This is an optimization exercise on Yosys and OpenROAD, whose aim is small area, a short achievable clock period and few clock cycles, not a production implementation. Function was checked by simulation only, so behaviour that the tests miss may differ from the original.

==> 06-03: inputs <==
Design hsv2rgb_stream, start of the top module:
module hsv2rgb_stream (
    input  wire        clk,
    input  wire        rst,         
    input  wire        in_valid,
    output wire        in_ready,
    input  wire [23:0] in_hsv,      
    output reg         out_valid,
    input  wire        out_ready,
    output wire [31:0] out_rgba     
);
==> module gr_sat, before the edit <==
module gr_sat (
    input  wire [7:0] a0,
    input  wire [7:0] b0,
    input  wire [1:0] grp,
    input  wire [7:0] s,
    output reg  [7:0] r1,
    output reg  [7:0] g1,
    output reg  [7:0] b1
);
    wire s0   = (s == 8'd0);
    wire s255 = (s == 8'd255);
    wire [7:0] am, bm;
    gr_sat_mul u_a (.c(a0), .s(s), .y(am));
    gr_sat_mul u_b (.c(b0), .s(s), .y(bm));
    wire       ka = s255 && a0 == 8'd0;
    wire       kb = s255 && b0 == 8'd0;
    wire [7:0] ns = 8'd0 - s;
    wire [7:0] a1 = {am[7:1] | {7{s0}}, (am[0] & !ka) | s0};
    wire [7:0] c1 = {bm[7:1] | {7{s0}}, (bm[0] & !kb) | s0};
    wire [7:0] z1 = {ns[7:1] | {7{s0}}, (ns[0] & !s255) | s0};
    always @(*) begin
        case (grp)
            2'd0:    begin r1 = a1; g1 = c1; b1 = z1; end
            2'd1:    begin r1 = z1; g1 = a1; b1 = c1; end
            default: begin r1 = a1; g1 = z1; b1 = c1; end
        endcase
    end
endmodule
==> module gr_val, before the edit <==
module gr_val (
    input  wire [7:0] c,
    input  wire [7:0] v,
    output wire [7:0] y
);
    wire [7:0] m;
    gr_val_mul u_m (.c(c), .v(v), .y(m));
    wire kill = (v == 8'd0) || (v == 8'd255 && c == 8'd0);
    assign y = {m[7:1], m[0] & !kill};
endmodule
Settings: LEC_CHECK=0, CAP_MARGIN=5, CORE_MARGIN=2, CORE_UTILIZATION=65, CTS_BUF_LIST=sky130_fd_sc_hd__clkbuf_4 sky130_fd_sc_hd__clkbuf_8, PLACE_DENSITY=0.75, SLEW_MARGIN=5, TNS_END_PERCENT=0; clock period 17.0 ns.
standard.sh (not shown) runs the stock make flow with config.mk's settings and CLKGATE_MAP_FILE= SYNTH_SCRIPT=/design/flow/synth_recipe.tcl, a recipe that flattens the netlist after the stock synthesis.
==> flow/flow/run.sh <==
#!/bin/bash
# The standard layout, with: port buffers made of buf_2 cells; clock tree from
# clkbuf_4/clkbuf_8 with larger sink clusters and no dummy loads; repair_timing
# aiming for 12.6 ns of setup slack (at the design's clock period and constraints).
set -euo pipefail
bash standard.sh \
  "BUFFER_PORTS_ARGS=-buffer_cell sky130_fd_sc_hd__buf_2" \
  "CTS_ARGS=-sink_clustering_enable -repair_clock_nets -buf_list {sky130_fd_sc_hd__clkbuf_4 sky130_fd_sc_hd__clkbuf_8} -sink_clustering_size 30 -sink_clustering_max_diameter 80 -dont_use_dummy_load" \
  SETUP_SLACK_MARGIN=12.6 finish > standard_flow.log 2>&1
==> 03-15: changes against 06-03 <==
--- a/flow/design.v
+++ b/flow/design.v
@@ -282,10 +282,7 @@
     gr_sat_mul u_a (.c(a0), .s(s), .y(am));
     gr_sat_mul u_b (.c(b0), .s(s), .y(bm));
-    wire       ka = s255 && a0 == 8'd0;
-    wire       kb = s255 && b0 == 8'd0;
-    wire [7:0] ns = 8'd0 - s;
-    wire [7:0] a1 = {am[7:1] | {7{s0}}, (am[0] & !ka) | s0};
-    wire [7:0] c1 = {bm[7:1] | {7{s0}}, (bm[0] & !kb) | s0};
-    wire [7:0] z1 = {ns[7:1] | {7{s0}}, (ns[0] & !s255) | s0};
+    wire [7:0] a1 = s0 ? 8'd255 : (s255 && a0 == 8'd0) ? 8'd0 : am;
+    wire [7:0] c1 = s0 ? 8'd255 : (s255 && b0 == 8'd0) ? 8'd0 : bm;
+    wire [7:0] z1 = s0 ? 8'd255 : s255 ? 8'd0 : 8'd0 - s;
     always @(*) begin
         case (grp)
@@ -304,5 +301,5 @@
     gr_val_mul u_m (.c(c), .v(v), .y(m));
     wire kill = (v == 8'd0) || (v == 8'd255 && c == 8'd0);
-    assign y = {m[7:1], m[0] & !kill};
+    assign y = kill ? 8'd0 : m;
 endmodule
 module gr_sat_mul (input wire [7:0] c, input wire [7:0] s, output wire [7:0] y);
==> flow/flow/run.sh (replaced) <==
#!/bin/bash
# The standard layout, with repair_timing aiming for 12 ns of setup slack
# (at the design's clock period and constraints) instead of 0.
set -euo pipefail
bash standard.sh SETUP_SLACK_MARGIN=12 finish > standard_flow.log 2>&1
- CAP_MARGIN: 5 -> 20
- CORE_UTILIZATION: 65 -> 40
- CTS_BUF_LIST: sky130_fd_sc_hd__clkbuf_4 sky130_fd_sc_hd__clkbuf_8 -> unset
- PLACE_DENSITY: 0.75 -> unset
- SLEW_MARGIN: 5 -> 20
- TNS_END_PERCENT: 0 -> unset
==> summary of the runs <==
- 06-03 finished with timing, DRC and antenna clean. 03-15 ran to the end with no violations.
- Of 03-15 and 06-03, 06-03 has the higher clock skew (gap 0.021 ns).
- Against 03-15, the first-iteration DRC count of 06-03 is lower by about 5.6%.
- Of 03-15 and 06-03, 03-15 has the higher wire length (gap about 11%, measured against 06-03).
- Maximum frequency: 03-15 is higher than 06-03 (1.1%).
==> figures <==
metric                                                                03-15       06-03
Width of the die                                                   198.7 um    158.1 um
Run status                                 no timing/DRC/antenna violations  no timing/DRC/antenna violations
Critical path destination                                           g1_q[6]     a0_q[2]
Length of routed met2 wiring                                       19790 um    18090 um
Met1 usage in global routing                                         0.2607      0.3799
DR vias                                                               12460       12120
Final instance area                                              18720 um^2  16820 um^2
Crit-path max FO                                                          5           4
Crit share post-route                                                0.2960      0.2993
Insertion delay of the later-clocked pin in the worst-skew pair     0.44 ns     0.45 ns
Area share of xor/xnor cells in the synthesized design              0.02138     0.01808
Testbench counts of 06-03, summed over its fixed seeds: cycles 32,024.
Testbench counts of 03-15, summed over its fixed seeds: cycles 32,024.

==> port drivers added, routing unchanged <==
The flow's constraints put no driver on any port. The routed layouts listed below were extracted and timed again, unchanged, in two steps.
Step 1 (the two cells are an assumption about what drives the block):
set clk [get_ports {clk}]
set_driving_cell -lib_cell sky130_fd_sc_hd__clkbuf_16 $clk
set_driving_cell -lib_cell sky130_fd_sc_hd__buf_2 [delete_from_list [all_inputs] $clk]
Step 2 also shifts input and output timing later by t, the mid clock arrival at the registers, as if the neighbouring blocks saw the same clock.
Slacks: ideal ports / drivers / drivers and shift; pairs: ideal ports / drivers.
run | t (ns) | slack for setup (ns) | worst setup path at the end | worst data-port slew with drivers (ns)
06-03 | 0.478 | 11.913 / 11.893 / 11.415 | input to register | 0.06
03-15 | 0.490 | 11.969 / 11.969 / 11.506 | input to register | 0.06
After both steps setup and hold are still met in every run listed. The setup slack of 06-03, which loses most, moves by -0.020 ns with the drivers and by -0.498 ns with both steps.
